Source: an optimization exercise on an open RTL-to-GDS flow (aim: a short achievable clock period and few clock cycles per item). Production flows keep margins and buffers that such runs may drop.
Where RTL was checked, it was by simulation tests only, not by an equivalence proof against the original.
No functional check of the RTL was part of run 4.

===== flow/run.sh =====
#!/bin/bash
# synth_recipe.tcl (not shown) runs the flow's synth.tcl, then flattens the netlist and writes it again
# the make line also repeats each setting of config.mk as NAME=value (left out here)
make -C /OpenROAD-flow-scripts/flow DESIGN_CONFIG=/design/flow/config.mk WORK_HOME=/design/flow/orfs CLKGATE_MAP_FILE= SYNTH_SCRIPT=/design/flow/synth_recipe.tcl finish

===== flow/config.mk =====
export PLATFORM = sky130hd
export DESIGN_NAME = kzg_chal
export DESIGN_NICKNAME = kzg_chal
export VERILOG_FILES = /design/flow/design.v
export SDC_FILE = /design/flow/constraint.sdc
export NUM_CORES = 4
export LEC_CHECK = 0
export CAP_MARGIN = 20
export CORE_MARGIN = 2
export CORE_UTILIZATION = 40
export SLEW_MARGIN = 20

===== flow/constraint.sdc =====
create_clock -name core_clock -period 10.0 [get_ports {clk}]
set_input_delay 2.0000 -clock core_clock [delete_from_list [all_inputs] [get_ports {clk}]]
set_output_delay 2.0000 -clock core_clock [all_outputs]
set_load 0.01 [all_outputs]

===== flow/design.v =====
module kzg_chal (
    input  wire         clk,
    input  wire         rst,
    input  wire         in_valid,
    output wire         in_ready,
    input  wire [31:0]  in_data,
    output reg          out_valid,
    input  wire         out_ready,
    output reg          out_err,
    output reg  [11:0]  out_index,
    output reg  [255:0] out_z
);
    localparam NR   = 2;                  
    localparam NC   = 64 / NR;            
    localparam CW   = (NR == 4) ? 4 : 5;  
    localparam NPRE = (NR == 4) ? 1 : 2;  
    localparam [255:0] R_MOD =
        256'h73eda753299d7d483339d80809a1d80553bda402fffe5bfeffffffff00000001;
    localparam [255:0] IV =
        256'h6a09e667bb67ae853c6ef372a54ff53a510e527f9b05688c1f83d9ab5be0cd19;
    localparam [15:0] W_BLOB_FIRST = 16'd8;
    localparam [15:0] W_COM_FIRST  = 16'd32776;
    localparam [15:0] W_COM_LAST   = 16'd32787;
    localparam [15:0] W_PAD_FIRST  = 16'd32788;
    localparam [15:0] W_LAST       = 16'd32799;
    localparam [31:0] LEN_BITS     = 32'd1049216;  
    function [31:0] kconst;
        input [5:0] t;
        begin
            case (t)
            6'd0:  kconst = 32'h428a2f98; 6'd1:  kconst = 32'h71374491;
            6'd2:  kconst = 32'hb5c0fbcf; 6'd3:  kconst = 32'he9b5dba5;
            6'd4:  kconst = 32'h3956c25b; 6'd5:  kconst = 32'h59f111f1;
            6'd6:  kconst = 32'h923f82a4; 6'd7:  kconst = 32'hab1c5ed5;
            6'd8:  kconst = 32'hd807aa98; 6'd9:  kconst = 32'h12835b01;
            6'd10: kconst = 32'h243185be; 6'd11: kconst = 32'h550c7dc3;
            6'd12: kconst = 32'h72be5d74; 6'd13: kconst = 32'h80deb1fe;
            6'd14: kconst = 32'h9bdc06a7; 6'd15: kconst = 32'hc19bf174;
            6'd16: kconst = 32'he49b69c1; 6'd17: kconst = 32'hefbe4786;
            6'd18: kconst = 32'h0fc19dc6; 6'd19: kconst = 32'h240ca1cc;
            6'd20: kconst = 32'h2de92c6f; 6'd21: kconst = 32'h4a7484aa;
            6'd22: kconst = 32'h5cb0a9dc; 6'd23: kconst = 32'h76f988da;
            6'd24: kconst = 32'h983e5152; 6'd25: kconst = 32'ha831c66d;
            6'd26: kconst = 32'hb00327c8; 6'd27: kconst = 32'hbf597fc7;
            6'd28: kconst = 32'hc6e00bf3; 6'd29: kconst = 32'hd5a79147;
            6'd30: kconst = 32'h06ca6351; 6'd31: kconst = 32'h14292967;
            6'd32: kconst = 32'h27b70a85; 6'd33: kconst = 32'h2e1b2138;
            6'd34: kconst = 32'h4d2c6dfc; 6'd35: kconst = 32'h53380d13;
            6'd36: kconst = 32'h650a7354; 6'd37: kconst = 32'h766a0abb;
            6'd38: kconst = 32'h81c2c92e; 6'd39: kconst = 32'h92722c85;
            6'd40: kconst = 32'ha2bfe8a1; 6'd41: kconst = 32'ha81a664b;
            6'd42: kconst = 32'hc24b8b70; 6'd43: kconst = 32'hc76c51a3;
            6'd44: kconst = 32'hd192e819; 6'd45: kconst = 32'hd6990624;
            6'd46: kconst = 32'hf40e3585; 6'd47: kconst = 32'h106aa070;
            6'd48: kconst = 32'h19a4c116; 6'd49: kconst = 32'h1e376c08;
            6'd50: kconst = 32'h2748774c; 6'd51: kconst = 32'h34b0bcb5;
            6'd52: kconst = 32'h391c0cb3; 6'd53: kconst = 32'h4ed8aa4a;
            6'd54: kconst = 32'h5b9cca4f; 6'd55: kconst = 32'h682e6ff3;
            6'd56: kconst = 32'h748f82ee; 6'd57: kconst = 32'h78a5636f;
            6'd58: kconst = 32'h84c87814; 6'd59: kconst = 32'h8cc70208;
            6'd60: kconst = 32'h90befffa; 6'd61: kconst = 32'ha4506ceb;
            6'd62: kconst = 32'hbef9a3f7; default: kconst = 32'hc67178f2;
            endcase
        end
    endfunction
    function [31:0] bsig0;
        input [31:0] x;
        bsig0 = {x[1:0], x[31:2]} ^ {x[12:0], x[31:13]} ^ {x[21:0], x[31:22]};
    endfunction
    function [31:0] bsig1;
        input [31:0] x;
        bsig1 = {x[5:0], x[31:6]} ^ {x[10:0], x[31:11]} ^ {x[24:0], x[31:25]};
    endfunction
    function [31:0] ssig0;
        input [31:0] x;
        ssig0 = {x[6:0], x[31:7]} ^ {x[17:0], x[31:18]} ^ (x >> 3);
    endfunction
    function [31:0] ssig1;
        input [31:0] x;
        ssig1 = {x[16:0], x[31:17]} ^ {x[18:0], x[31:19]} ^ (x >> 10);
    endfunction
    function [31:0] maj3;
        input [31:0] x, y, z;
        maj3 = (x & y) | (z & (x | y));
    endfunction
    reg  [31:0]  sa, sb, sc, sd, se, sf, sg, sh;
    reg  [255:0] hv;                  
    reg  [511:0] w;                   
    reg  [32*NR-1:0]   kw;            
    reg  [32*NPRE-1:0] pre_hkw;       
    reg  [32*NPRE-1:0] pre_dhkw;      
    reg          run;                 
    reg  [CW-1:0] rcnt;               
    reg          lastc;               
    reg          cur_last;            
    reg  [511:0] nb;                  
    reg  [4:0]   nbcnt;
    reg          nb_first, nb_last;
    reg  [15:0]  tw;                  
    reg          tint;                
    reg          in_rdy;
    reg          eq_run;
    reg          chk_err;
    reg  [11:0]  chk_idx;
    reg          pend_err;
    reg  [11:0]  pend_idx;
    reg          red_busy;
    reg  [1:0]   red_step;
    reg  [255:0] dig;
    reg          red_err;
    reg  [11:0]  red_idx;
    wire [31:0] H0 = hv[255:224], H1 = hv[223:192], H2 = hv[191:160], H3 = hv[159:128];
    wire [31:0] H4 = hv[127:96],  H5 = hv[95:64],   H6 = hv[63:32],   H7 = hv[31:0];
    wire [31:0] A [0:NR+3];
    wire [31:0] E [0:NR+3];
    assign A[0] = sd; assign A[1] = sc; assign A[2] = sb; assign A[3] = sa;
    assign E[0] = sh; assign E[1] = sg; assign E[2] = sf; assign E[3] = se;
    genvar j;
    generate
        for (j = 0; j < NR; j = j + 1) begin : rnd
            wire [31:0] ra = A[j+3], rb = A[j+2], rc = A[j+1], rd = A[j];
            wire [31:0] re = E[j+3], rf = E[j+2], rg = E[j+1], rh = E[j];
            wire [31:0] hkw, dhkw;
            if (j < NPRE) begin : pre
                assign hkw  = pre_hkw[32*j +: 32];
                assign dhkw = pre_dhkw[32*j +: 32];
            end else if (j == NR - 1) begin : fold
                assign hkw  = rh + kw[32*j +: 32] + (lastc ? H0 : 32'd0);
                assign dhkw = rd + rh + kw[32*j +: 32] + (lastc ? H4 : 32'd0);
            end else begin : mid
                assign hkw  = rh + kw[32*j +: 32];
                assign dhkw = rd + rh + kw[32*j +: 32];
            end
            wire [31:0] s1 = bsig1(re);
            wire [31:0] ch = (re & rf) ^ (~re & rg);
            wire [31:0] s0 = bsig0(ra);
            wire [31:0] mj = maj3(ra, rb, rc);
            wire [31:0] es = dhkw ^ s1 ^ ch;
            wire [31:0] ec = maj3(dhkw, s1, ch) << 1;
            assign E[j+4] = es + ec;
            wire [31:0] ts = hkw ^ s1 ^ ch;
            wire [31:0] tc = maj3(hkw, s1, ch) << 1;
            wire [31:0] us = ts ^ tc ^ mj;
            wire [31:0] uc = maj3(ts, tc, mj) << 1;
            wire [31:0] vs = us ^ uc ^ s0;
            wire [31:0] vc = maj3(us, uc, s0) << 1;
            assign A[j+4] = vs + vc;
        end
    endgenerate
    wire [255:0] st_rnd = {A[NR+3], A[NR+2], A[NR+1], A[NR],
                           E[NR+3], E[NR+2], E[NR+1], E[NR]};
    wire [255:0] hnew = {A[NR+3], A[NR+2] + H1, A[NR+1] + H2, A[NR] + H3,
                         E[NR+3], E[NR+2] + H5, E[NR+1] + H6, E[NR] + H7};
    wire [31:0] wv [0:15+NR];
    genvar q;
    generate
        for (q = 0; q < 16; q = q + 1) begin : wwin
            assign wv[q] = w[32*q +: 32];
        end
        for (q = 0; q < NR; q = q + 1) begin : wsch
            assign wv[16+q] = ssig1(wv[14+q]) + wv[9+q] + ssig0(wv[1+q]) + wv[q];
        end
    endgenerate
    wire [32*NR-1:0] wnew;
    generate
        for (q = 0; q < NR; q = q + 1) begin : wnw
            assign wnew[32*q +: 32] = wv[16+q];
        end
    endgenerate
    wire nb_full = nbcnt[4];
    wire start   = nb_full && (!run || lastc) && (!nb_last || !red_busy);
    wire bound   = !run || lastc;     
    reg [31:0] int_word;
    always @(*) begin
        if (tw < W_BLOB_FIRST) begin
            case (tw[2:0])
                3'd0: int_word = 32'h4653424c;  
                3'd1: int_word = 32'h4f425645;  
                3'd2: int_word = 32'h52494659;  
                3'd3: int_word = 32'h5f56315f;  
                3'd7: int_word = 32'h00001000;  
                default: int_word = 32'h00000000;
            endcase
        end else if (tw == W_PAD_FIRST)
            int_word = 32'h80000000;
        else if (tw == W_LAST)
            int_word = LEN_BITS;
        else
            int_word = 32'h00000000;
    end
    wire red_load = run && lastc && cur_last;
    wire red_free = red_busy && (red_step == 2'd2) && (!out_valid || out_ready);
    wire red_busy_upd = red_load ? 1'b1 : red_free ? 1'b0 : red_busy;
    wire        host_acc = in_rdy && in_valid;
    wire        shift    = tint ? (!nb_full || start) : host_acc;
    wire [31:0] fill_word = tint ? int_word : in_data;
    wire [15:0] tw_n    = !shift ? tw : (tw == W_LAST) ? 16'd0 : tw + 16'd1;
    wire        tint_n  = (tw_n < W_BLOB_FIRST) || (tw_n >= W_PAD_FIRST);
    wire [4:0]  nbcnt_n = (start ? 5'd0 : nbcnt) + {4'd0, shift};
    wire        nb_last_n = (shift && tw[3:0] == 4'hf) ? (tw[15:4] == 12'd2049) : nb_last;
    wire        run_n   = start || (run && !lastc);
    wire        lastc_n = run_n && (start ? (NC == 1) : (rcnt == NC - 2));
    wire        cur_last_n = start ? nb_last : cur_last;
    wire        red_busy_n = red_busy_upd;
    wire        start_n = nbcnt_n[4] && (!run_n || lastc_n) && (!nb_last_n || !red_busy_n);
    wire        in_rdy_n = !tint_n && (!nbcnt_n[4] || start_n);
    assign in_ready = in_rdy;
    wire        blob_word = (tw >= W_BLOB_FIRST) && (tw < W_COM_FIRST);
    wire [11:0] elem_idx  = tw[14:3] - 12'd1;
    reg  [31:0] r_word;
    always @(*) begin
        case (tw[2:0])
            3'd0: r_word = R_MOD[255:224];
            3'd1: r_word = R_MOD[223:192];
            3'd2: r_word = R_MOD[191:160];
            3'd3: r_word = R_MOD[159:128];
            3'd4: r_word = R_MOD[127:96];
            3'd5: r_word = R_MOD[95:64];
            3'd6: r_word = R_MOD[63:32];
            default: r_word = R_MOD[31:0];
        endcase
    end
    wire eq_before = (tw[2:0] == 3'd0) ? 1'b1 : eq_run;
    wire word_gt   = in_data > r_word;
    wire word_eq   = in_data == r_word;
    wire elem_bad  = eq_before && (word_gt || (word_eq && tw[2:0] == 3'd7));
    always @(posedge clk) begin
        if (rst) begin
            run      <= 1'b0;
            rcnt     <= {CW{1'b0}};
            lastc    <= 1'b0;
            cur_last <= 1'b0;
            nbcnt    <= 5'd0;
            nb_first <= 1'b0;
            nb_last  <= 1'b0;
            tw       <= 16'd0;
            tint     <= 1'b1;
            in_rdy   <= 1'b0;
            eq_run   <= 1'b0;
            chk_err  <= 1'b0;
            chk_idx  <= 12'd0;
            pend_err <= 1'b0;
            pend_idx <= 12'd0;
            red_busy <= 1'b0;
            red_step <= 2'd0;
        end else begin
            run      <= run_n;
            rcnt     <= start ? {CW{1'b0}} : (run ? rcnt + 1'b1 : rcnt);
            lastc    <= lastc_n;
            cur_last <= cur_last_n;
            nbcnt    <= nbcnt_n;
            if (shift && tw[3:0] == 4'hf)
                nb_first <= (tw[15:4] == 12'd0);
            nb_last  <= nb_last_n;
            tw       <= tw_n;
            tint     <= tint_n;
            in_rdy   <= in_rdy_n;
            if (host_acc && blob_word) begin
                eq_run <= eq_before && word_eq;
                if (elem_bad && !chk_err) begin
                    chk_err <= 1'b1;
                    chk_idx <= elem_idx;
                end
            end
            if (host_acc && tw == W_COM_LAST) begin
                pend_err <= chk_err;
                pend_idx <= chk_idx;
                chk_err  <= 1'b0;
            end
            red_busy <= red_busy_upd;
            if (red_load)
                red_step <= 2'd0;
            else if (red_busy && red_step != 2'd2)
                red_step <= red_step + 2'd1;
        end
    end
    wire [255:0] st_cur = {sa, sb, sc, sd, se, sf, sg, sh};
    wire [255:0] st_n = (run && !lastc) ? st_rnd :
                        (run && lastc)  ? (cur_last ? IV : hnew) :
                        (start && nb_first) ? IV : st_cur;
    wire [255:0] hv_n = (run && lastc) ? (cur_last ? IV : hnew) :
                        (start && nb_first) ? IV : hv;
    wire [CW-1:0] rc_n = bound ? {CW{1'b0}} : rcnt + 1'b1;
    wire [32*NR-1:0] kw_n;
    generate
        for (q = 0; q < NR; q = q + 1) begin : kwn
            wire [5:0] tidx = rc_n * NR + q;
            assign kw_n[32*q +: 32] = kconst(tidx) +
                (bound ? nb[32*q +: 32] : w[32*(NR+q) +: 32]);
        end
    endgenerate
    wire [31:0] stn [0:7];
    generate
        for (q = 0; q < 8; q = q + 1) begin : stw
            assign stn[q] = st_n[255-32*q -: 32];    
        end
        for (q = 0; q < NPRE; q = q + 1) begin : pren
            wire [31:0] f0 = (q == NR - 1 && !bound && rcnt == NC - 2) ? H0 : 32'd0;
            wire [31:0] f4 = (q == NR - 1 && !bound && rcnt == NC - 2) ? H4 : 32'd0;
            always @(posedge clk) begin
                pre_hkw[32*q +: 32]  <= stn[7-q] + kw_n[32*q +: 32] + f0;
                pre_dhkw[32*q +: 32] <= stn[3-q] + stn[7-q] + kw_n[32*q +: 32] + f4;
            end
        end
    endgenerate
    always @(posedge clk) begin
        {sa, sb, sc, sd, se, sf, sg, sh} <= st_n;
        hv <= hv_n;
        kw <= kw_n;
        if (start)
            w <= nb;
        else if (run)
            w <= {wnew, w[511:32*NR]};
        if (shift)
            nb <= {fill_word, nb[511:32]};
    end
    wire [256:0] red_diff = {1'b0, dig} - {1'b0, R_MOD};
    always @(posedge clk) begin
        if (red_load) begin
            dig     <= hnew;
            red_err <= pend_err;
            red_idx <= pend_idx;
        end else if (red_busy && red_step != 2'd2 && !red_diff[256]) begin
            dig <= red_diff[255:0];
        end
    end
    always @(posedge clk) begin
        if (rst) begin
            out_valid <= 1'b0;
        end else if (red_free) begin
            out_valid <= 1'b1;
            out_err   <= red_err;
            out_index <= red_idx;
            out_z     <= dig;
        end else if (out_ready) begin
            out_valid <= 1'b0;
        end
    end
endmodule

==> summary.md, run 1 <==
| Metric | Value |
|---|---|
| CTS tree | built |
| Ports | around 300 |
| Yosys warnings | 1 |
| First-pass DRT Iterations | 6 |
| DIE AREA | around 340,000 um^2 |
| Worst reg2reg startpoint | se[15]$_DFFE_PP_ |
| DR WL/cell | around 28 um |
| Worst Skew | 0.0556 ns |
| Hold Fails Final Rpt | 0 |
| Final Util | 46.7% |
| DRT iter0 DRCs | around 11,000 |
| Syn-to-layout area delta | 16.0% |
| Worst Max-Slew Pin Slew | between 1 and 1.5 ns |
| First-pass GRT wire length | 724,000 um |
| CTS Sinks | between 2,000 and 2,500 |
| Routability Congestion | 1.04 |
| Total CTS buffers | 267 |
| Yosys reg bits | 2,266 |
| Fmax | ~100 MHz |
| Row cnt | roughly 210 |
| Via density | 5.52 |
| GRT Util Overall | between 20 and 30% |
| Die Y | 584 um |
| Worst Setup SP | se[15]$_DFFE_PP_ |
| Max Transition Viols Final | 0 |
| Via count | 101,000 |
| Placed cell areas | around 150,000 um^2 |
| Synth Cell Area | between 100,000 and 150,000 um^2 |
| Root Driver | clkbuf_16 |
| Initial antenna violation count | 32 |
| Hpwl dp | around 410,000 um |
| Final wirelength | 519,000 um |
| Top-count cell post-synth | nand2_1 |
| Seq/Total Area, Yosys | 48.2% |
| Crit Path Class | reg2reg |
| Synth unique cells | 117 |
| Max-cap violation count | 0 |
| Cell count after synthesis | approximately 13,000 |
| Synth area leaders | edfxtp_1 43%, fa_1 7.4%, nand2_1 6.2% |
| Post-synth EDFFs | approximately 1,900 |
| Final period utilization | between 90% and 100% |
| Avg Cell Area, Syn | roughly 10 um^2 |
| Longest Clk Path Bufs | 4 |
| Post-synth ARST share | 0% |
| Die width | 584 um |
| Share of layout cells above drive strength 1 | approximately a tenth |
| Crit start category | flip-flop |
| Final cell count without fillers | between 15,000 and 20,000 |
| Largest net degree at the start of global routing | ~210 |
| Leading area contributor after synthesis | edfxtp_1 |
| Status | finished clean |
| Max incr delay on CP | 0.53 ns |
| Core area | between 300,000 and 400,000 um^2 |
| Rel. slew slack | ~13% |
| Vias in the first global route | a little under 100k |
| Maximum fanout along the worst path | 3 |
| Post-synth top area share | 43.5% |
| # H-tree levels | 5 |
| Worst EP required | about 11 ns |
| Clock insertion delay at the later pin of the skew report | approximately 0.93 ns |
| HP Class | reg2reg |
| Hold Slack | 0.417 ns |
| Main synth FF type | edfxtp_1 |
| Endpoints failing setup | 0 |
| Worst Setup End Kind | flip-flop |
| Top delay family on crit path | compound AO/OA/AOI/OAI gates |
| Final nets | 14,800 |
| Critical path's slowest cell | fa_1 |
| Most common cell on crit path | fa_1 |
| Final worst path period need | slightly below 10 ns |
| Clock transition at the registers of the reported paths | around 0.060 ns |
| Port Buffers | 306 |
| Min-delay src | red_idx[3]$_DFFE_PP_ |
| Commonest cells in the netlist | 2,213 x nand2_1, 1,946 x edfxtp_1, 1,008 x inv_1 |
| CP bufs+invs | 6 |
| Antenna-violating nets left | 0 |
| # placed instances | about 18,000 |
| CP arrival | approximately 10 ns |
| Filler instances | 31,100 |
| # DRC | 0 |
| Total grt overflow | 0 |
| Initial Utilization | between 40% and 50% |
| Final Instance Area | ~160,000 um^2 |
==> worst register-to-register path, delay by kind of cell (launching register included) <==
family | cells | cell delay, ns
AO/OA/AOI/OAI | 18 | 3.92
adder cells (fa/ha/maj) | 7 | 2.77
XOR/XNOR | 5 | 0.98
AND/OR/NAND/NOR | 4 | 0.81
buffers and inverters | 6 | 0.58
flip-flops | 1 | 0.44
==> flip-flops by register name, indices dropped and copies added, names as in the netlist, 64 cells and up <==
| signal | flops |
|---|---|
| out_z | 256 |
| w | 512 |
| pre_dhkw | 64 |
| pre_hkw | 64 |
| dig | 256 |
| hv | 256 |
| nb | 512 |
==> placed cells by master (no fill, tap or decap), types with 275 or more instances in the layout <==
cell,n
clkdlybuf4s50_1,305
edfxtp_1,1946
xnor2_1,786
buf_4,669
nor2_1,757
ha_1,630
a21oi_1,806
fa_1,494
nand2_1,2209
clkbuf_16,275
inv_1,1005
xor2_1,448
o21ai_0,607
dfxtp_1,319
==> per-stage QoR <==
step	setup WS [ns]	TNS, ns
final	0.323	0
after detailed placement	-0.0731	-0.0731
after global placement	-0.0850	-0.0910
after global routing	-0.0286	-0.0286
after CTS	0.0580	0
after floorplan	0.266	0
==> cell families after synthesis <==
family / Yosys count / synth area share [%]
AOI/OAI and AO/OA: 2516 / 11.7
xor gates and xnor gates: 1282 / 8.38
adders and majority gates: 1178 / 13.6
buffers and inverters: 1514 / 4.24
DFF: 2266 / 48.2
muxes: 98 / 0.754
and+or+nand+nor: 4049 / 13.1
==> worst paths after layout <==
path                                               end  slack [ns]  cells past startpoint
worst max register to register      dig[255]$_DFFE_PP_        0.32                     40
worst max-delay path                dig[255]$_DFFE_PP_        0.32                     40
worst min register to register  out_index[3]$_DFFE_PP_        0.42                      0
worst min-delay path            out_index[3]$_DFFE_PP_        0.42                      0
==> layout make-up <==
cell class | count | area (um^2) | share of cell area, %
sequential | 2266 | 64800 | 41.6
multi-input combinational | 9123 | 64500 | 41.4
timing repair buffer | 995 | 8480 | 5.44
clock buffer | 353 | 7370 | 4.73
tap | 4387 | 5490 | 3.52
inverter | 1012 | 3830 | 2.46
clock inverter | 131 | 1440 | 0.921
antenna | 13 | 32.5 | 0.0209
==> routing by layer <==
metal,GRT usage (%),vias up,part of all wire [%]
met5,0,-,0.029
met4,19.0,20,7.7
met3,4.97,1034,7.5
met2,48.0,4378,46
met1,37.3,49300,39
li1,-,46300,-
==> what timing repair did <==
action | in CTS | in global routing
pin swaps | 0 | 8
gates resized for setup | 4 | 32
setup endpoints to repair | 6 | 23
hold buffers | 0 | 0
setup buffers | 0 | 3
Testbench counts, summed over its fixed seeds: cycles 787,326, items 12.
==> run 2, diff against run 1 <==
--- a/flow/config.mk
+++ b/flow/config.mk
@@ -7,5 +7,6 @@
 export LEC_CHECK = 0
-export CAP_MARGIN = 20
+export CAP_MARGIN = 25
 export CORE_MARGIN = 2
 export CORE_UTILIZATION = 40
-export SLEW_MARGIN = 20
+export SETUP_SLACK_MARGIN = 0.8
+export SLEW_MARGIN = 25
==> run 2 against run 1 <==
  * Still clean
  * Critical path depth up 1
  * Core utilization up 0.30 points
  * Critical path type unchanged
==> summary.md, run 2 <==
| Metric | Value |
|---|---|
| Status | finished clean |
| HP Class | reg2reg |
| Clock transition at the registers of the reported paths | 0.06 ns |
| Synth unique cells | around 120 |
| Endpoints failing setup | 0 |
| Commonest non-fill, non-tap cell in the layout | nand2_1 |
| Ports | 307 |
| Avg Cell Area, Syn | 10.4 um^2 |
| Max-cap violation count | 0 |
| Row cnt | about 210 |
| RSZ-0062 raised after global routing | yes |
| Max incr delay on CP | slightly below 0.6 ns |
| Via density | 5.54 |
| Worst Max-Slew Pin Slew | approximately 1.2 ns |
| Synth area leaders | edfxtp_1 43%, fa_1 7.4%, nand2_1 6.2% |
| Core area | around 330,000 um^2 |
| Critical path's slowest cell | fa_1 |
| Via count | roughly 100k |
| Top-count cell post-synth | nand2_1 |
| Final worst path period need | approximately 9.4 ns |
| Synth Area in XOR/XNOR | under 10% |
| Port Buffers | slightly above 300 |
| Leading area contributor after synthesis | edfxtp_1 |
| Crit start category | flip-flop |
| DRT iter0 DRCs | roughly 11,000 |
| GRT Util Overall | between 30% and 40% |
| Hold Slack | approximately 0.42 ns |
| Worst reg2reg startpoint | se[8]$_DFFE_PP_ |
| Longest Clk Path Bufs | 4 |
| # DRC | 0 |
| Worst Setup End Kind | flip-flop |
| R2R cell count | 41 |
| Setup crit end | dig[255]$_DFFE_PP_ |
| Hold Path Stages | 0 |
| Maximum fanout along the worst path | 4 |
| Post-synth top area share | between 40% and 50% |
| Initial antenna violation count | 24 |
| DIE AREA | ~340,000 um^2 |
| CTS Sinks | about 2,300 |
| Max Transition Viols Final | 0 |
| Commonest cells in the netlist | 2,213 x nand2_1, 1,946 x edfxtp_1, 1,008 x inv_1 |
| Largest family of logic cells by synthesized area | adder cells |
| First-pass DRT Iterations | 6 |
| Fmax | between 100 and 150 MHz |
| Rel. slew slack | approximately a fifth |
| Mux contribution to synthesized area | less than 1% |
| Worst Setup SP | se[8]$_DFFE_PP_ |
| Syn-to-layout area delta | 16.7% |
| Clock insertion delay at the later pin of the skew report | 0.95 ns |
| Total CTS buffers | around 270 |
| Final nets | 14,900 |
| Share of layout cells above drive strength 1 | between 10% and 20% |
| DR WL/cell | between 20 and 30 um |
| Worst Skew | roughly 0.079 ns |
| FF-to-FF End | dig[255]$_DFFE_PP_ |
| Root Driver | clkbuf_16 |
| Cell count after synthesis | approximately 13,000 |
| Synth Area in Compound Gates | between 10% and 20% |
| Largest registers | nb x512, w x512 |
| Largest net degree at the start of global routing | approximately 220 |
| Initial Utilization | 40.3% |
| Total grt overflow | 0 |
| Hold_buf cts | 0 |
| Hpwl dp | between 400,000 and 500,000 um |
| Most common cell on crit path | fa_1 |
| Seq/Total Area, Yosys | about half |
| CTS tree | built |
| Vias in the first global route | ~96,000 |
| Commonest non-fill, non-tap cells in the layout | 2,205 x nand2_1, 1,946 x edfxtp_1, 999 x inv_1 |
| Hold Fails Final Rpt | 0 |
| Synth Cell Area | around 130,000 um^2 |
| First-pass GRT wire length | between 700,000 and 800,000 um |
| R2r setup slk | between 0.6 and 0.7 ns |
| Main synth FF type | edfxtp_1 |
| Routability Congestion | between 1 and 1.5 |
| Fin Setup TNS | 0 ns |
| Crit Path Class | reg2reg |
| CP arrival | roughly 10 ns |
| Post-synth EDFFs | 1,946 |
| Final wirelength | about 520,000 um |
| Yosys warnings | 1 |
| Simple-gate share of the synthesized area | about an eighth |
| Final period utilization | between 90% and 100% |
| Die Y | 584 um |
| Worst EP required | between 10 and 15 ns |
| Die width | around 600 um |
| # H-tree levels | 5 |
| Post-synth ARST share | 0% |
| Yosys reg bits | 2,266 |
| Antenna-violating nets left | 0 |
| Post-synthesis adder-cell area fraction | approximately 14% |
run 2: logic make-up (layout without fill, tap and decap cells):
logic type               Yosys count  count (layout)
buffers and inverters           1514            2528
other                              0              16
adder cells (fa/ha/maj)         1178            1178
multiplexers                      98              98
flip-flops                      2266            2266
AND/OR/NAND/NOR                 4049            4049
AO/OA/AOI/OAI                   2516            2516
XOR/XNOR                        1282            1282
run 2: worst min-delay path by stage:
stage,from,slack (ns),endpoint
final,nb[219]$_DFFE_PN_,0.42,nb[187]$_DFFE_PN_
after global placement,red_err$_DFFE_PP_,0.40,out_err$_DFFE_PP_
after floorplan,red_err$_DFFE_PP_,0.40,out_err$_DFFE_PP_
after detailed placement,red_idx[11]$_DFFE_PP_,0.41,out_index[11]$_DFFE_PP_
after CTS,nb[219]$_DFFE_PN_,0.42,nb[187]$_DFFE_PN_
after global routing,red_err$_DFFE_PP_,0.43,out_err$_DFFE_PP_
run 2: layout make-up:
class	count	area [um^2]
fill	31000	177000
sequential	2266	64800
timing repair buffer	1029	8890
clock buffer	343	7350
clock inverter	144	1340
antenna	16	40.0
multi-input combinational	9123	65200
tap	4387	5490
inverter	1012	3830
run 2: worst max-delay path: cells and delay by family (launching register included):
family | cells | cell delay (ns)
DFF | 1 | 0.47
buffers and inverters | 8 | 0.79
and+or+nand+nor | 3 | 0.54
muxes | 1 | 0.32
xor gates and xnor gates | 3 | 0.48
adders and majority gates | 7 | 2.72
AOI/OAI and AO/OA | 19 | 3.91
run 2: per-stage QoR:
| step | utilization [%] | setup WS [ns] | std cells | instance area (um^2) |
|---|---|---|---|---|
| final | 47.0 | 0.637 | 18300 | 157000 |
| after global placement | 44.0 | -0.0525 | 17800 | 147000 |
| after global routing | 47.0 | 0.347 | 18300 | 157000 |
| after floorplan | - | 0.530 | 12900 | 135000 |
| after CTS | 46.8 | 0.671 | 18300 | 156000 |
| after detailed placement | 44.0 | -0.0727 | 17800 | 147000 |
run 2: repair_timing:
action,in CTS,in global routing
pin swaps,56,77
buffers inserted,22,20
endpoints found under the setup margin,57,61
gates resized for setup,71,113
run 2: per-layer routing:
metal	vias to the layer above	routed length [um]	global-route usage, %
met5	-	29	0
met4	4	40800	19.4
met3	1058	34200	3.98
met2	4235	242000	48.8
met1	49800	206000	37.8
li1	46400	-	-
==> run 3, diff against run 2 <==
--- a/flow/config.mk
+++ b/flow/config.mk
@@ -10,3 +10,3 @@
 export CORE_UTILIZATION = 40
-export SETUP_SLACK_MARGIN = 0.8
+export SETUP_SLACK_MARGIN = 1.5
 export SLEW_MARGIN = 25
==> run 3 against run 2 <==
  * Critical path type unchanged
  * Final area increased by 0.59%
  * Global-route usage increased by 0.73 points
  * Final cell count about the same
  * Worst hold slack got worse by 0.0022 ns
  * Die area unchanged
  * Clock skew decreased by 0.018 ns
  * Sequential cell count unchanged
==> summary.md, run 3 <==
| Metric | Value |
|---|---|
| Rel. slew slack | 12.0% |
| DIE AREA | 341,000 um^2 |
| Worst Max-Slew Pin Slew | 1.32 ns |
| Clock insertion delay at the later pin of the skew report | approximately 0.94 ns |
| Worst reg2reg startpoint | se[12]$_DFFE_PP_ |
| Hpwl dp | around 430,000 um |
| Die width | roughly 600 um |
| Seq/Total Area, Yosys | ~48% |
| Routability Congestion | 1.04 |
| Total grt overflow | 0 |
| Status | finished clean |
| Antenna-violating nets left | 0 |
| Largest net degree at the start of global routing | around 160 |
| CTS Sinks | ~2,300 |
| Final period utilization | roughly 93% |
| R2R cell count | between 40 and 50 |
| Fin Setup TNS | 0 ns |
| Row cnt | 212 |
| Via density | 5.55 |
| Commonest cells in the netlist | 2,213 x nand2_1, 1,946 x edfxtp_1, 1,008 x inv_1 |
| Hold Path End | out_index[3]$_DFFE_PP_ |
| Avg Cell Area, Syn | about 10 um^2 |
| Port Buffers | roughly 300 |
| Post-synth EDFFs | 1,946 |
| Share of layout cells above drive strength 1 | around 11% |
| Commonest non-fill, non-tap cell in the layout | nand2_1 |
| Fmax | ~110 MHz |
| Final nets | about 15,000 |
| Final Util | a little under half |
| DR WL/cell | between 20 and 30 um |
| Crit Path Class | reg2reg |
| Ports | just over 300 |
| Main synth FF type | edfxtp_1 |
| Leading area contributor after synthesis | edfxtp_1 |
| Vias in the first global route | around 97,000 |
| Hold Fails Final Rpt | 0 |
| Synth unique cells | about 120 |
| Cell count after synthesis | between 10,000 and 15,000 |
| Most common cell on crit path | buf_6 |
| FF-to-FF End | dig[254]$_DFFE_PP_ |
| Post-synth top area share | a little over two fifths |
| Endpoints failing setup | 0 |
| CTS tree | built |
| Commonest non-fill, non-tap cells in the layout | 2,198 x nand2_1, 1,946 x edfxtp_1, 997 x inv_1 |
| Max Transition Viols Final | 0 |
| DRT iter0 DRCs | 10,900 |
| Initial antenna violation count | 37 |
| Min-delay src | red_idx[3]$_DFFE_PP_ |
| Total CTS buffers | 271 |
| Yosys reg bits | about 2,300 |
| # H-tree levels | 5 |
| Hold Path Stages | 0 |
| Die Y | between 500 and 600 um |
| Root Driver | clkbuf_16 |
| Largest registers | nb x512, w x512 |
| Synth Cell Area | ~130,000 um^2 |
| Synth area leaders | edfxtp_1 43%, fa_1 7.4%, nand2_1 6.2% |
| HP Class | reg2reg |
| First-pass DRT Iterations | 8 |
| Initial Utilization | around two fifths |
| Longest Clk Path Bufs | 4 |
| CP arrival | 9.95 ns |
| Max incr delay on CP | 0.50 ns |
| Crit start category | flip-flop |
| Core area | around 330,000 um^2 |
| R2r setup slk | between 0.6 and 0.7 ns |
| First-pass GRT wire length | around 740,000 um |
| Max-cap violation count | 0 |
| RSZ-0062 raised after global routing | yes |
| Worst Skew | about 0.061 ns |
| Clock transition at the registers of the reported paths | about 0.070 ns |
| Worst EP required | approximately 11 ns |
| Top-count cell post-synth | nand2_1 |
| Post-synth ARST share | 0% |
| Final worst path period need | between 9 and 10 ns |
| Maximum fanout along the worst path | 5 |
| GRT Util Overall | 30.8% |
| Critical path's slowest cell | fa_1 |
| Worst Setup End Kind | flip-flop |
| Syn-to-layout area delta | 17.4% |
| Via count | 102,000 |
| # DRC | 0 |
| Final wirelength | ~540,000 um |
| Yosys warnings | 1 |
-- run 3: worst max-delay path by stage --
stage                         end              from  depth (start not counted)
2_1_floorplan   out_err$_DFFE_PP_               rst                          3
3_3_place_gp   dig[255]$_DFFE_PP_  se[15]$_DFFE_PP_                         41
3_5_place_dp   dig[255]$_DFFE_PP_  se[15]$_DFFE_PP_                         41
4_1_cts        dig[255]$_DFFE_PP_  se[13]$_DFFE_PP_                         38
5_1_grt        dig[255]$_DFFE_PP_  se[13]$_DFFE_PP_                         41
6_report       dig[254]$_DFFE_PP_  se[12]$_DFFE_PP_                         44
-- run 3: final cells by class --
type | count | area, um^2
Inverter | 1012 | 3840
Clock buffer | 349 | 7280
Tap cell | 4387 | 5490
Timing Repair Buffer | 1024 | 8900
Clock inverter | 145 | 1420
Multi-Input combinational cell | 9125 | 66100
Fill cell | 31000 | 176000
Sequential cell | 2266 | 64800
Antenna cell | 21 | 52.6
-- run 3: cell families (layout without fill, tap and decap cells) --
family / Yosys count / in the layout / share of synthesized area [%]
compound gates: 2516 / 2516 / 11.7
xor+xnor: 1282 / 1282 / 8.38
fa+ha+maj: 1178 / 1178 / 13.6
buf+inv: 1514 / 2530 / 4.24
flops: 2266 / 2266 / 48.2
mux: 98 / 98 / 0.754
other cells: 0 / 21 / 0
simple gates: 4049 / 4051 / 13.1
-- run 3: layer usage --
metal | vias up | global-route usage, % | routed length (um)
li1 | 46300 | - | -
met2 | 4287 | 49.7 | 247000
met4 | 6 | 19.2 | 40400
met5 | - | 0 | 35
met1 | 50100 | 38.3 | 209000
met3 | 1031 | 5.40 | 39600
-- run 3: critical path: cells and delay by family, from the launching register on --
family | cells | cell delay (ns)
buffers and inverters | 10 | 1.14
DFF | 1 | 0.45
and+or+nand+nor | 6 | 1.10
xor gates and xnor gates | 5 | 0.92
AOI/OAI and AO/OA | 16 | 2.87
muxes | 1 | 0.10
adders and majority gates | 6 | 2.41
-- run 3: through the flow --
step	hold WS [ns]	cells	worst slack, ns	cell area (um^2)
floorplan	0.400	12900	0.530	135000
finish	0.415	18300	0.680	158000
CTS	0.420	18300	0.668	157000
global route	0.427	18300	0.417	158000
global placement	0.404	17700	0.193	147000
detailed placement	0.406	17700	0.172	147000
-- run 3: repair_timing --
item                                    in CTS  in global routing
endpoints found under the hold margin        0                  0
buffers inserted                            37                 31
hold buffers                                 0                  0
endpoints found under the setup margin      98                133
gates cloned                                 1                  1
pin swaps                                  125                111
gates resized for setup                    169                136
==> run 4, diff against run 3 <==
--- a/flow/design.v
+++ b/flow/design.v
@@ -12,3 +12,3 @@
 );
-    localparam NR   = 2;                  
+    localparam NR   = 4;                  
     localparam NC   = 64 / NR;            
@@ -127,22 +127,24 @@
             end else if (j == NR - 1) begin : fold
-                assign hkw  = rh + kw[32*j +: 32] + (lastc ? H0 : 32'd0);
-                assign dhkw = rd + rh + kw[32*j +: 32] + (lastc ? H4 : 32'd0);
+                wire [31:0] f0 = lastc ? H0 : 32'd0;
+                wire [31:0] f4 = lastc ? H4 : 32'd0;
+                add3 u_h (.x(rh), .y(kw[32*j +: 32]), .z(f0), .s(hkw));
+                add4 u_d (.w(rd), .x(rh), .y(kw[32*j +: 32]), .z(f4), .s(dhkw));
             end else begin : mid
-                assign hkw  = rh + kw[32*j +: 32];
-                assign dhkw = rd + rh + kw[32*j +: 32];
+                ks32 u_h (.x(rh), .y(kw[32*j +: 32]), .s(hkw));
+                add3 u_d (.x(rd), .y(rh), .z(kw[32*j +: 32]), .s(dhkw));
             end
-            wire [31:0] s1 = bsig1(re);
-            wire [31:0] ch = (re & rf) ^ (~re & rg);
-            wire [31:0] s0 = bsig0(ra);
-            wire [31:0] mj = maj3(ra, rb, rc);
-            wire [31:0] es = dhkw ^ s1 ^ ch;
-            wire [31:0] ec = maj3(dhkw, s1, ch) << 1;
-            assign E[j+4] = es + ec;
-            wire [31:0] ts = hkw ^ s1 ^ ch;
-            wire [31:0] tc = maj3(hkw, s1, ch) << 1;
-            wire [31:0] us = ts ^ tc ^ mj;
-            wire [31:0] uc = maj3(ts, tc, mj) << 1;
-            wire [31:0] vs = us ^ uc ^ s0;
-            wire [31:0] vc = maj3(us, uc, s0) << 1;
-            assign A[j+4] = vs + vc;
+            wire [31:0] anp, ancn, enp, encn;
+            if (j == 0) begin : r0
+                sha_round_r u_r (.a(ra), .b(rb), .c(rc), .e(re), .f(rf), .g(rg),
+                                 .hkw(hkw), .dhkw(dhkw),
+                                 .anp(anp), .ancn(ancn), .enp(enp), .encn(encn));
+            end else begin : rj
+                sha_round_pc u_r (.ap(rnd[j-1].anp), .acn(rnd[j-1].ancn),
+                                  .ep(rnd[j-1].enp), .ecn(rnd[j-1].encn),
+                                  .b(rb), .c(rc), .f(rf), .g(rg),
+                                  .hkw(hkw), .dhkw(dhkw),
+                                  .anp(anp), .ancn(ancn), .enp(enp), .encn(encn));
+            end
+            res32 u_ra (.p(anp), .cn(ancn), .s(A[j+4]));
+            res32 u_re (.p(enp), .cn(encn), .s(E[j+4]));
         end
@@ -151,4 +153,10 @@
                            E[NR+3], E[NR+2], E[NR+1], E[NR]};
-    wire [255:0] hnew = {A[NR+3], A[NR+2] + H1, A[NR+1] + H2, A[NR] + H3,
-                         E[NR+3], E[NR+2] + H5, E[NR+1] + H6, E[NR] + H7};
+    wire [31:0] hn1, hn2, hn3, hn5, hn6, hn7;
+    ks32 u_hn1 (.x(A[NR+2]), .y(H1), .s(hn1));
+    ks32 u_hn2 (.x(A[NR+1]), .y(H2), .s(hn2));
+    ks32 u_hn3 (.x(A[NR]),   .y(H3), .s(hn3));
+    ks32 u_hn5 (.x(E[NR+2]), .y(H5), .s(hn5));
+    ks32 u_hn6 (.x(E[NR+1]), .y(H6), .s(hn6));
+    ks32 u_hn7 (.x(E[NR]),   .y(H7), .s(hn7));
+    wire [255:0] hnew = {A[NR+3], hn1, hn2, hn3, E[NR+3], hn5, hn6, hn7};
     wire [31:0] wv [0:15+NR];
@@ -276,6 +284,5 @@
     end
-    wire [255:0] st_cur = {sa, sb, sc, sd, se, sf, sg, sh};
     wire [255:0] st_n = (run && !lastc) ? st_rnd :
                         (run && lastc)  ? (cur_last ? IV : hnew) :
-                        (start && nb_first) ? IV : st_cur;
+                        (start && nb_first) ? IV : hv;    
     wire [255:0] hv_n = (run && lastc) ? (cur_last ? IV : hnew) :
@@ -339 +346,194 @@
 endmodule
+module kc_x2 (input wire a, b, output wire y);
+    assign y = a ^ b;
+endmodule
+module kc_xn2 (input wire a, b, output wire y);
+    assign y = ~(a ^ b);
+endmodule
+module kc_x3 (input wire a, b, c, output wire y);
+    assign y = a ^ b ^ c;
+endmodule
+module kc_mj3 (input wire a, b, c, output wire y);
+    assign y = (a & b) | (c & (a | b));
+endmodule
+module kc_mx (input wire s, a, b, output wire y);    
+    assign y = s ? a : b;
+endmodule
+module kc_an2 (input wire a, b, output wire y);
+    assign y = a & b;
+endmodule
+module kc_or2 (input wire a, b, output wire y);
+    assign y = a | b;
+endmodule
+module kc_inv (input wire a, output wire y);
+    assign y = ~a;
+endmodule
+module kc_pgn (input wire gh, ph, gl, pl, output wire gn, pn);
+    assign gn = ~(gh | (ph & gl));
+    assign pn = ~(ph & pl);
+endmodule
+module kc_pgp (input wire gnh, pnh, gnl, pnl, output wire g, p);
+    assign g = ~(gnh & (pnh | gnl));
+    assign p = ~(pnh | pnl);
+endmodule
+module ks32 (input wire [31:0] x, y, output wire [31:0] s);
+    wire [31:0] p, cn;
+    ks32pc u_k (.x(x), .y(y), .p(p), .cn(cn));
+    res32 u_r (.p(p), .cn(cn), .s(s));
+endmodule
+module res32 (input wire [31:0] p, cn, output wire [31:0] s);
+    genvar i;
+    generate
+        for (i = 0; i < 32; i = i + 1) begin : sm
+            kc_xn2 u_s (.a(p[i]), .b(cn[i]), .y(s[i]));
+        end
+    endgenerate
+endmodule
+module ks32pc (input wire [31:0] x, y, output wire [31:0] p, cn);
+    wire [31:0] g [0:5];
+    wire [31:0] pp [0:5];
+    genvar l, i;
+    generate
+        for (i = 0; i < 32; i = i + 1) begin : pg
+            kc_an2 u_g (.a(x[i]), .b(y[i]), .y(g[0][i]));
+            kc_x2  u_p (.a(x[i]), .b(y[i]), .y(pp[0][i]));
+        end
+        for (l = 0; l < 5; l = l + 1) begin : lv
+            for (i = 0; i < 32; i = i + 1) begin : bt
+                if (i >= (1 << l)) begin : c
+                    if (l % 2 == 0) begin : n
+                        kc_pgn u (.gh(g[l][i]), .ph(pp[l][i]), .gl(g[l][i-(1<<l)]),
+                                  .pl(pp[l][i-(1<<l)]), .gn(g[l+1][i]), .pn(pp[l+1][i]));
+                    end else begin : t
+                        kc_pgp u (.gnh(g[l][i]), .pnh(pp[l][i]), .gnl(g[l][i-(1<<l)]),
+                                  .pnl(pp[l][i-(1<<l)]), .g(g[l+1][i]), .p(pp[l+1][i]));
+                    end
+                end else begin : w
+                    kc_inv u_g (.a(g[l][i]), .y(g[l+1][i]));
+                    assign pp[l+1][i] = 1'b0;
+                end
+            end
+        end
+        assign p = pp[0];
+        assign cn = {g[5][30:0], 1'b1};
+    endgenerate
+endmodule
+module add3 (input wire [31:0] x, y, z, output wire [31:0] s);
+    wire [31:0] cs, cc;
+    genvar i;
+    generate
+        for (i = 0; i < 32; i = i + 1) begin : bb
+            kc_x3  u_s (.a(x[i]), .b(y[i]), .c(z[i]), .y(cs[i]));
+            kc_mj3 u_c (.a(x[i]), .b(y[i]), .c(z[i]), .y(cc[i]));
+        end
+    endgenerate
+    ks32 u_a (.x(cs), .y({cc[30:0], 1'b0}), .s(s));
+endmodule
+module add4 (input wire [31:0] w, x, y, z, output wire [31:0] s);
+    wire [31:0] cs, cc;
+    genvar i;
+    generate
+        for (i = 0; i < 32; i = i + 1) begin : bb
+            kc_x3  u_s (.a(w[i]), .b(x[i]), .c(y[i]), .y(cs[i]));
+            kc_mj3 u_c (.a(w[i]), .b(x[i]), .c(y[i]), .y(cc[i]));
+        end
+    endgenerate
+    add3 u_a (.x(cs), .y({cc[30:0], 1'b0}), .z(z), .s(s));
+endmodule
+module sha_round_r (
+    input  wire [31:0] a, b, c, e, f, g, hkw, dhkw,
+    output wire [31:0] anp, ancn, enp, encn
+);
+    wire [31:0] x1, s1, ch, s0, mj, y, yt, es, ec, ts, tc, q, us, uc, w0, vs, vc;
+    genvar i;
+    generate
+        for (i = 0; i < 32; i = i + 1) begin : bb
+            wire w1, w2;
+            kc_x2  u_x1 (.a(e[(i+6)%32]), .b(e[(i+11)%32]), .y(x1[i]));
+            kc_x2  u_s1 (.a(x1[i]), .b(e[(i+25)%32]), .y(s1[i]));
+            kc_mx  u_ch (.s(e[i]), .a(f[i]), .b(g[i]), .y(ch[i]));
+            kc_x3  u_s0 (.a(a[(i+2)%32]), .b(a[(i+13)%32]), .c(a[(i+22)%32]), .y(s0[i]));
+            kc_mj3 u_mj (.a(a[i]), .b(b[i]), .c(c[i]), .y(mj[i]));
+            kc_x2  u_w1 (.a(e[(i+25)%32]), .b(dhkw[i]), .y(w1));
+            kc_x2  u_y  (.a(x1[i]), .b(w1), .y(y[i]));
+            kc_x2  u_es (.a(y[i]), .b(ch[i]), .y(es[i]));
+            kc_mj3 u_ec (.a(dhkw[i]), .b(s1[i]), .c(ch[i]), .y(ec[i]));
+            kc_x2  u_w2 (.a(e[(i+25)%32]), .b(hkw[i]), .y(w2));
+            kc_x2  u_yt (.a(x1[i]), .b(w2), .y(yt[i]));
+            kc_x2  u_ts (.a(yt[i]), .b(ch[i]), .y(ts[i]));
+            kc_mj3 u_tc (.a(hkw[i]), .b(s1[i]), .c(ch[i]), .y(tc[i]));
+        end
+        for (i = 0; i < 32; i = i + 1) begin : mm
+            wire tci = (i == 0) ? 1'b0 : tc[i-1];
+            kc_x2  u_q  (.a(ts[i]), .b(tci), .y(q[i]));
+            kc_x2  u_us (.a(q[i]), .b(mj[i]), .y(us[i]));
+            kc_mj3 u_uc (.a(ts[i]), .b(tci), .c(mj[i]), .y(uc[i]));
+        end
+        for (i = 0; i < 32; i = i + 1) begin : zz
+            wire uci = (i == 0) ? 1'b0 : uc[i-1];
+            kc_x2  u_w0 (.a(us[i]), .b(uci), .y(w0[i]));
+            kc_x2  u_vs (.a(w0[i]), .b(s0[i]), .y(vs[i]));
+            kc_mj3 u_vc (.a(us[i]), .b(uci), .c(s0[i]), .y(vc[i]));
+        end
+    endgenerate
+    ks32pc u_e (.x(es), .y({ec[30:0], 1'b0}), .p(enp), .cn(encn));
+    ks32pc u_a (.x(vs), .y({vc[30:0], 1'b0}), .p(anp), .cn(ancn));
+endmodule
+module sha_round_pc (
+    input  wire [31:0] ap, acn, ep, ecn, b, c, f, g, hkw, dhkw,
+    output wire [31:0] anp, ancn, enp, encn
+);
+    wire [31:0] s1p, s0p, cha, chb, bo, ba, m1, m0, k1, k2;
+    wire [31:0] x1, s1, ch, y, yt, es, ec, ts, tc, q, uq1, uq0, us, uc1, uc0, uc;
+    wire [31:0] z1, s0, w0, vs, vc;
+    genvar i;
+    generate
+        for (i = 0; i < 32; i = i + 1) begin : bb
+            wire w1, w2, w3;
+            kc_x3  u_s1p (.a(ep[(i+6)%32]), .b(ep[(i+11)%32]), .c(ep[(i+25)%32]), .y(s1p[i]));
+            kc_x3  u_s0p (.a(ap[(i+2)%32]), .b(ap[(i+13)%32]), .c(ap[(i+22)%32]), .y(s0p[i]));
+            kc_mx  u_cha (.s(ep[i]), .a(f[i]), .b(g[i]), .y(cha[i]));    
+            kc_mx  u_chb (.s(ep[i]), .a(g[i]), .b(f[i]), .y(chb[i]));    
+            kc_or2 u_bo  (.a(b[i]), .b(c[i]), .y(bo[i]));
+            kc_an2 u_ba  (.a(b[i]), .b(c[i]), .y(ba[i]));
+            kc_mx  u_m1  (.s(ap[i]), .a(bo[i]), .b(ba[i]), .y(m1[i]));   
+            kc_mx  u_m0  (.s(ap[i]), .a(ba[i]), .b(bo[i]), .y(m0[i]));   
+            kc_x2  u_k1  (.a(dhkw[i]), .b(s1p[i]), .y(k1[i]));
+            kc_x2  u_k2  (.a(hkw[i]), .b(s1p[i]), .y(k2[i]));
+            kc_x2  u_x1  (.a(ecn[(i+6)%32]), .b(ecn[(i+11)%32]), .y(x1[i]));
+            kc_xn2 u_w3  (.a(ecn[(i+25)%32]), .b(s1p[i]), .y(w3));
+            kc_x2  u_s1  (.a(x1[i]), .b(w3), .y(s1[i]));
+            kc_mx  u_ch  (.s(ecn[i]), .a(cha[i]), .b(chb[i]), .y(ch[i]));
+            kc_xn2 u_w1  (.a(ecn[(i+25)%32]), .b(k1[i]), .y(w1));
+            kc_x2  u_y   (.a(x1[i]), .b(w1), .y(y[i]));             
+            kc_x2  u_es  (.a(y[i]), .b(ch[i]), .y(es[i]));
+            kc_mj3 u_ec  (.a(dhkw[i]), .b(s1[i]), .c(ch[i]), .y(ec[i]));
+            kc_xn2 u_w2  (.a(ecn[(i+25)%32]), .b(k2[i]), .y(w2));
+            kc_x2  u_yt  (.a(x1[i]), .b(w2), .y(yt[i]));            
+            kc_x2  u_ts  (.a(yt[i]), .b(ch[i]), .y(ts[i]));
+            kc_mj3 u_tc  (.a(hkw[i]), .b(s1[i]), .c(ch[i]), .y(tc[i]));
+            kc_x2  u_z1  (.a(acn[(i+2)%32]), .b(acn[(i+13)%32]), .y(z1[i]));
+            kc_xn2 u_w0  (.a(acn[(i+22)%32]), .b(s0p[i]), .y(w0[i]));
+            kc_x2  u_s0  (.a(z1[i]), .b(w0[i]), .y(s0[i]));
+        end
+        for (i = 0; i < 32; i = i + 1) begin : mm
+            wire tci = (i == 0) ? 1'b0 : tc[i-1];
+            kc_x2  u_q   (.a(ts[i]), .b(tci), .y(q[i]));
+            kc_x2  u_uq1 (.a(q[i]), .b(m1[i]), .y(uq1[i]));
+            kc_x2  u_uq0 (.a(q[i]), .b(m0[i]), .y(uq0[i]));
+            kc_mx  u_us  (.s(acn[i]), .a(uq1[i]), .b(uq0[i]), .y(us[i]));
+            kc_mj3 u_uc1 (.a(ts[i]), .b(tci), .c(m1[i]), .y(uc1[i]));
+            kc_mj3 u_uc0 (.a(ts[i]), .b(tci), .c(m0[i]), .y(uc0[i]));
+            kc_mx  u_uc  (.s(acn[i]), .a(uc1[i]), .b(uc0[i]), .y(uc[i]));
+        end
+        for (i = 0; i < 32; i = i + 1) begin : zz
+            wire uci = (i == 0) ? 1'b0 : uc[i-1];
+            wire t;
+            kc_x2  u_t  (.a(us[i]), .b(uci), .y(t));
+            kc_x2  u_vs (.a(t), .b(s0[i]), .y(vs[i]));
+            kc_mj3 u_vc (.a(us[i]), .b(uci), .c(s0[i]), .y(vc[i]));
+        end
+    endgenerate
+    ks32pc u_e (.x(es), .y({ec[30:0], 1'b0}), .p(enp), .cn(encn));
+    ks32pc u_a (.x(vs), .y({vc[30:0], 1'b0}), .p(anp), .cn(ancn));
+endmodule
--- a/flow/config.mk
+++ b/flow/config.mk
@@ -7,6 +7,8 @@
 export LEC_CHECK = 0
-export CAP_MARGIN = 25
+export CAP_MARGIN = 20
 export CORE_MARGIN = 2
-export CORE_UTILIZATION = 40
-export SETUP_SLACK_MARGIN = 1.5
-export SLEW_MARGIN = 25
+export CORE_UTILIZATION = 60
+export PLACE_DENSITY_LB_ADDON = 0.1
+export SLEW_MARGIN = 20
+export SYNTH_HIERARCHICAL = 1
+export SYNTH_MINIMUM_KEEP_SIZE = 0
==> run 4 against run 3 <==
  * The run now fails in 5_1_grt
  * Area after synthesis increased by 56%
  * Synthesized cell count increased by 69%
==> summary.md, run 4 <==
| Metric | Value |
|---|---|
| Cell count after synthesis | approximately 22,000 |
| Largest net degree at the start of global routing | 209 |
| Err | [ERROR GRT-0116] Global routing finished with congestion. Check the congestion regions in the DRC Viewer. |
| Die width | approximately 600 um |
| Total grt overflow | between 800 and 900 |
| Hpwl dp | about 930,000 um |
| # H-tree levels | 4 |
| GRT Util Overall | between 70% and 80% |
| Routability Congestion | 1.46 |
| Port Buffers | 306 |
| Synth Cell Area | between 200,000 and 250,000 um^2 |
| Total CTS buffers | ~240 |
| Row cnt | between 200 and 250 |
| First-pass GRT wire length | 1,770,000 um |
| Initial Utilization | about three fifths |
| Die Y | 595 um |
| Yosys warnings | 8 |
| Longest Clk Path Bufs | 4 |
| Pre-CTS WS | -2.34 ns |
| Placed cell areas | around 260,000 um^2 |
| Avg Cell Area, Syn | around 9.6 um^2 |
| Fail Step | 5_1_grt |
| Status | aborted with a tool error |
| Vias in the first global route | around 220k |
| Ports | 307 |
| Root Driver | clkbuf_16 |
[run 4: layer usage]
| layer | GRT overflow | GRT usage (%) |
|---|---|---|
| met5 | 10 | 20.2 |
| met4 | 336 | 65.4 |
| met3 | 39 | 51.9 |
| met2 | 438 | 88.2 |
| met1 | 22 | 72.4 |
[run 4: stage by stage]
step	util [%]	std cells
after floorplan	-	21900
after global placement	74.3	30800
after detailed placement	74.3	30800
after CTS	78.3	31400
[run 4: worst max path at each step]
stage / startpoint / cells past startpoint / endpoint / slack (ns)
after floorplan: dig[245]$_DFFE_PP_ / 5 / dig[0]$_DFFE_PP_ / -3.79
after global placement: se[12]$_DFF_P_ / 54 / sa[9]$_DFF_P_ / -2.35
after detailed placement: se[12]$_DFF_P_ / 56 / sa[9]$_DFF_P_ / -2.34
after CTS: se[12]$_DFF_P_ / 60 / sa[29]$_DFF_P_ / -1.01
[run 4: what timing repair did]
action / in CTS
setup endpoints to repair: 341
pin swaps: 335
hold buffers: 0
resized for setup: 797
setup buffers: 162

-- static timing again, ports no longer ideal --
How much do the figures lean on ideal ports? The routed layouts below were timed once more, with nothing changed but the port constraints. Step 1 assumes that a clkbuf_16 drives the clock port and a buf_2 every other input. Step 2, shift: input delay + t, output delay - t, t = (earliest + latest rising clock arrival at the registers) / 2. This alone moves slack from input paths to output paths. a / b / c = no drivers / after step 1 / after step 2; a / b = the first two.
run | t (ns) | setup WS [ns] | hold WS [ns] | worst setup path at the end | pins driven straight from the clock port
run 1 | 1.008 | 0.323 / 0.323 / 0.323 | 0.417 / 0.417 / 0.417 | register to register | 1
run 2 | 1.023 | 0.637 / 0.637 / 0.637 | 0.418 / 0.418 / 0.418 | register to register | 1
run 3 | 1.011 | 0.680 / 0.680 / 0.680 | 0.415 / 0.415 / 0.415 | register to register | 1
After both steps every run listed still meets setup and hold.
